Context: an optimization exercise on an open-source flow, tuned for small area. The choices shown serve that exercise and are no tape-out recipe.
Only simulation tests tie the RTL to the original design; equivalence was not proved.
Power is estimated from default activity; no workload was simulated.

Setup of old:
// dgd_raster
module dgd_raster (
    input  wire        clk,
    input  wire        rst,           
    input  wire        cmd_valid,
    output wire        cmd_ready,
    input  wire [2:0]  cmd_op,        
    input  wire        cmd_value,
    input  wire        cmd_filled,
    input  wire [15:0] cmd_h0,
    input  wire [15:0] cmd_h1,
    input  wire [15:0] cmd_h2,
    input  wire [15:0] cmd_h3,
    input  wire [15:0] cmd_h4,
    input  wire [7:0]  cv_width,
    input  wire [5:0]  cv_pages,
    output wire        pix_valid,
    input  wire        pix_ready,
    output wire [7:0]  pix_x,
    output wire [8:0]  pix_y,
    output wire [13:0] pix_addr,
    output wire        pix_v
);
For scale: roughly 1,100 cells after synthesis.
clock: 14.0 ns
lec_check: 0
abc_area: 1
cap_margin: 20
core_margin: 2
core_utilization: 40
slew_margin: 20
standard.sh (not shown) runs the stock make flow with config.mk's settings and CLKGATE_MAP_FILE= SYNTH_SCRIPT=/design/flow/synth_recipe.tcl, a recipe that flattens the netlist after the stock synthesis.
==> flow/flow/run.sh <==
#!/bin/bash
# The standard layout (standard.sh, unchanged synthesis, floorplan, power grid,
# placement and routing) with two settings changed:
#  - every port still gets a buffer, but the smallest one (buf_1);
#  - the clock tree is built from clkbuf_8 cells, without dummy loads.
# make's full output goes to make.log here; ORFS's per-step logs stay under orfs/logs.
set -euo pipefail
bash standard.sh \
  "BUFFER_PORTS_ARGS=-buffer_cell sky130_fd_sc_hd__buf_1" \
  "CTS_ARGS=-sink_clustering_enable -repair_clock_nets -dont_use_dummy_load -buf_list sky130_fd_sc_hd__clkbuf_8" \
  finish > make.log 2>&1
Input changes introduced in new (baseline for comparison: old):
--- a/flow/design.v
+++ b/flow/design.v
@@ -248,39 +248,49 @@
     wire xs  = bX ^ xb ^ cxi;
     wire cx_n = (bX & xb) | (bX & cxi) | (xb & cxi);
     wire yb  = stepy & (syn | t0);
     wire cyi = t0 ? 1'b0 : cyr;
     wire ys  = bY ^ yb ^ cyi;
     wire cy_n = (bY & yb) | (bY & cyi) | (yb & cyi);
     wire cni = t0 ? 1'b0 : cnr;
     wire ns  = ~(b3 ^ cni);                
     wire cn_n = b3 | cni;
     wire zbit = zN ? ns : s;
     wire zrun = (t0 ? 1'b0 : zacc) | zbit;
     wire [3:0] bi = t[4] ? 4'd15 : t[3:0];
-    wire lh0 = cmd_h0[bi];
-    wire lh1 = cmd_h1[bi];
-    wire lh2 = cmd_h2[bi];
-    wire lh3 = cmd_h3[bi];
-    wire lh4 = cmd_h4[bi];
+    wire [15:0] oh = 16'd1 << bi;
+    wire lh0 = |(cmd_h0 & oh);
+    wire lh1 = |(cmd_h1 & oh);
+    wire lh2 = |(cmd_h2 & oh);
+    wire lh3 = |(cmd_h3 & oh);
+    wire lh4 = |(cmd_h4 & oh);
     wire load = (st == S_IDLE);
     wire inX  = load ? lh0 : wX ? s : stepx ? xs : bX;
     wire inY  = load ? lh1 : wY ? s : stepy ? ys : bY;
     wire in0  = load ? lh2 : w0 ? s : b0;
     wire in1  = load ? ((cmd_op == OP_CIRCLE) ? 1'b0 : (cmd_op == OP_CROSS) ? lh2 : lh3) : w1 ? s : b1;
     wire in2  = w2 ? s : b2;
     wire in3  = load ? lh0 : w3 ? s : ndec ? ns : b3;
     wire in4  = load ? ((cmd_op == OP_CIRCLE) ? lh1 : lh4) : b4;
-    wire in_x = (X[W-1:8] == 0) && (X[7:0] < cvw);
-    wire in_y = (Y[W-1:9] == 0) && (Y[8:3] < cvp);
+    function lt8(input [7:0] a, input [7:0] b);
+        integer i;
+        reg l;
+        begin
+            l = 1'b0;
+            for (i = 0; i < 8; i = i + 1) l = (~a[i] & b[i]) | (~(a[i] ^ b[i]) & l);
+            lt8 = l;
+        end
+    endfunction
+    wire in_x = ~|X[W-1:8] & lt8(X[7:0], cvw);
+    wire in_y = ~|Y[W-1:9] & lt8({2'b00, Y[8:3]}, {2'b00, cvp});
     wire inb  = in_x && in_y;
     reg  [13:0] F;
     wire        ainit = (st == S_EMIT) && t0;
     wire        astep = (st == S_EMIT) && (t != 5'd0) && (t < 5'd7);
     reg         pb;
     always @(*) begin
         case (t[2:0])
             3'd1: pb = Y[3];
             3'd2: pb = Y[4];
             3'd3: pb = Y[5];
             3'd4: pb = Y[6];
             3'd5: pb = Y[7];
The setup slack of new is smaller than that of old. The fraction of the mapped netlist area in compound gates number comes out lower for old vs new. Number of antenna violations at the first check in global routing came out exactly the same in old and new. Delta(routed wire length per instance, new - old) > 0. Compared with old, in new fraction of power consumed by combinational cells went down by 0.9 points; final period demand of the worst path went up by 240 ps; post-synthesis area per instance went up by 0.65 um^2; filler-free cell count of the finished design went down by 136. Diff old -> new: share of total power in the clock network rose 0.2 points; mean number of vias per cell rose 0.052; via count fell 8.1%; number of tap instances fell 10; timing-limited maximum frequency fell about 4.4%. Compared with old, new shows post-synth net total lower by about 11%.


dgd_raster, a different RTL version from the one above (not shown whole).
Size: about 980 cells after synthesis, roughly 180 flip-flops, ~8400 sq um of cells after synthesis.
==> flow/design.v (excerpt) <==
module dgd_raster (
    input  wire        clk,
    input  wire        rst,           
    input  wire        cmd_valid,
    output wire        cmd_ready,
    input  wire [2:0]  cmd_op,        
    input  wire        cmd_value,
    input  wire        cmd_filled,
    input  wire [15:0] cmd_h0,
    input  wire [15:0] cmd_h1,
    input  wire [15:0] cmd_h2,
    input  wire [15:0] cmd_h3,
    input  wire [15:0] cmd_h4,
    input  wire [7:0]  cv_width,
    input  wire [5:0]  cv_pages,
    output wire        pix_valid,
    input  wire        pix_ready,
    output wire [7:0]  pix_x,
    output wire [8:0]  pix_y,
    output wire [13:0] pix_addr,
    output wire        pix_v
);
    localparam W = 18;
    localparam OP_SETPIX = 3'd0;
    localparam OP_LINE   = 3'd1;
    localparam OP_CIRCLE = 3'd2;
    localparam OP_RECT   = 3'd3;
    localparam OP_CROSS  = 3'd4;
    localparam OP_ARROW  = 3'd5;
    localparam S_IDLE  = 5'd0;    
    localparam S_L1    = 5'd1;    
    localparam S_L2    = 5'd2;    
    localparam S_L3    = 5'd3;    
    localparam S_L4    = 5'd4;    
    localparam S_L5    = 5'd5;    
    localparam S_L6    = 5'd8;    
    localparam S_EMIT  = 5'd6;    
    localparam S_EWAIT = 5'd7;    
    localparam S_MOVE  = 5'd9;    
    localparam S_A1    = 5'd10;   
    localparam S_A2    = 5'd11;
    localparam S_A3    = 5'd12;
    localparam S_A4    = 5'd13;
    localparam S_A5    = 5'd14;
    localparam S_A6    = 5'd15;
    localparam S_C0    = 5'd16;   
    localparam S_CR1   = 5'd17;   
    localparam S_CR2   = 5'd18;   
    localparam S_CR3   = 5'd19;   
    localparam S_CU1   = 5'd20;   
    localparam S_CU2   = 5'd21;   
    localparam S_CU3   = 5'd22;   
  ...
==> flow/config.mk <==
export PLATFORM = sky130hd
export DESIGN_NAME = dgd_raster
export DESIGN_NICKNAME = dgd_raster
export VERILOG_FILES = /design/flow/design.v
export SDC_FILE = /design/flow/constraint.sdc
export NUM_CORES = 4
export LEC_CHECK = 0
export ABC_AREA = 1
export CAP_MARGIN = 20
export CORE_MARGIN = 2
export CORE_UTILIZATION = 40
export SLEW_MARGIN = 20
==> flow/constraint.sdc <==
create_clock -name core_clock -period 14.0 [get_ports {clk}]
set_input_delay 2.8000 -clock core_clock [delete_from_list [all_inputs] [get_ports {clk}]]
set_output_delay 2.8000 -clock core_clock [all_outputs]
set_load 0.01 [all_outputs]
Scripts as last shown in full above: flow/flow/run.sh
Edit:
--- a/flow/design.v
+++ b/flow/design.v
@@ -100,12 +100,19 @@
     reg wX, wY, w0, w1, w2, w3;
     reg capFX, capFY, capS, capZ, capC, zN;
     reg stepx, stepy, sxn, syn, ndec;
     wire slot_rf = (st == S_EMIT) && isRect && fill && ZF;    
     wire bres    = isLine;
     wire vline   = (isRect && !fill && k[1]) || (isCross && k[0]);
+    wire ay  = (st == S_A2) || (st == S_A4) || (st == S_A6);    
+    wire aUn = ay ? UYn : UXn;
+    wire aUz = ay ? UYz : UXz;
+    wire bUn = ay ? UXn : UYn;
+    wire bUz = ay ? UXz : UYz;
+    wire aqp = (st == S_A3) || (st == S_A4);                    
+    wire arp = (st == S_A2) || (st == S_A3) || (st == S_A5);    
     always @(*) begin
         p = 1'b0; q = 1'b0; qi = 1'b0; qc = 1'b0; r = 1'b0; ri = 1'b0; rc = 1'b0;
         wX = 1'b0; wY = 1'b0; w0 = 1'b0; w1 = 1'b0; w2 = 1'b0; w3 = 1'b0;
         capFX = 1'b0; capFY = 1'b0; capS = 1'b0; capZ = 1'b0; capC = 1'b0; zN = 1'b0;
         stepx = 1'b0; stepy = 1'b0; ndec = 1'b0;
         sxn = FXn;
@@ -150,43 +157,21 @@
                     stepx = 1'b1; sxn = 1'b0;
                 end else begin
                     stepx = ~vline; stepy = vline;
                     ndec = 1'b1; capZ = 1'b1; zN = 1'b1;
                 end
             end
-            S_A1: begin    
-                q = ~UXz & b4;  qi = ~UXz & ~UXn; qc = ~UXz & ~UXn;
-                r = ~UYz & hs4; ri = ~UYz & ~UYn; rc = ~UYz & (~UYn ^ hcorr);
-                w0 = 1'b1; capFX = 1'b1;
-            end
-            S_A2: begin    
-                q = ~UYz & b4;  qi = ~UYz & ~UYn; qc = ~UYz & ~UYn;
-                r = ~UXz & hs4; ri = ~UXz & UXn;  rc = ~UXz & (UXn ^ hcorr);
-                w1 = 1'b1; capFY = 1'b1;
-            end
-            S_A3: begin    
-                p = bX;
-                q = ~UXz & b4;  qi = ~UXz & UXn;  qc = ~UXz & UXn;
-                r = ~UYz & hs4; ri = ~UYz & UYn;  rc = ~UYz & (UYn ^ hcorr);
-                wX = 1'b1;
-            end
-            S_A4: begin    
-                p = bY;
-                q = ~UYz & b4;  qi = ~UYz & UYn;  qc = ~UYz & UYn;
-                r = ~UXz & hs4; ri = ~UXz & ~UXn; rc = ~UXz & (~UXn ^ hcorr);
-                wY = 1'b1;
-            end
-            S_A5: begin    
-                q = ~UXz & b4;  qi = ~UXz & ~UXn; qc = ~UXz & ~UXn;
-                r = ~UYz & hs4; ri = ~UYz & UYn;  rc = ~UYz & (UYn ^ hcorr);
-                w0 = 1'b1; capFX = 1'b1;
-            end
-            S_A6: begin    
-                q = ~UYz & b4;  qi = ~UYz & ~UYn; qc = ~UYz & ~UYn;
-                r = ~UXz & hs4; ri = ~UXz & ~UXn; rc = ~UXz & (~UXn ^ hcorr);
-                w1 = 1'b1; capFY = 1'b1;
+            S_A1, S_A2, S_A3, S_A4, S_A5, S_A6: begin
+                p  = (st == S_A3) ? bX : (st == S_A4) ? bY : 1'b0;
+                q  = ~aUz & b4;  qi = ~aUz & (aUn ~^ aqp); qc = qi;
+                r  = ~bUz & hs4; ri = ~bUz & (bUn ~^ arp); rc = ~bUz & ((bUn ~^ arp) ^ hcorr);
+                w0 = (st == S_A1) || (st == S_A5);
+                w1 = (st == S_A2) || (st == S_A6);
+                wX = (st == S_A3);
+                wY = (st == S_A4);
+                capFX = w0; capFY = w1;
             end
             S_C0: begin    
                 q = b0; qi = 1'b1; qc = 1'b1; rc = 1'b1; w2 = 1'b1; capS = 1'b1;
             end
             S_CR1: begin   
                 p = b3; r = bhw; ri = fill; rc = fill; wX = 1'b1;
Sequential share of layout area rises by 0.32 points.
Critical path depth rises by 1.
Sequential power hardly moves.
Power barely changes.
Hold slack barely changes.
Register-to-register slack improves by 270 ps.
Routed wire length rises by 0.34%.
Via count barely changes.
Setup slack improves by 700 ps.
Cell count falls by 0.73%.
Clock skew is about the same.
Combinational power falls by 3.0%.
Cell area falls by 0.71%.

port drivers added, routing unchanged:
No port has a modelled driver above. Below, the same layouts with a new extraction and two added sets of constraints. Step 1, drivers: a clkbuf_16 drives clk and a buf_2 each remaining input, both assumed. Step 2 times the ports against the registers' clock, not the clock port: input delays grow and output delays shrink by t, the midpoint of the rising clock arrivals with the driver on. Slacks: ideal / step 1 / step 2; pairs: ideal / step 1.
run	shift t [ns]	setup slack, ns	hold WS [ns]
old	0.494	8.763 / 8.722 / 9.216	0.306 / 0.306 / 0.306
new	0.485	8.521 / 8.481 / 8.967	0.307 / 0.307 / 0.307
the first run of note 2	0.482	8.191 / 8.150 / 8.632	0.313 / 0.313 / 0.313
the second run of note 2	0.480	8.888 / 8.849 / 9.329	0.313 / 0.313 / 0.313
After both steps setup and hold are still met in every run listed.
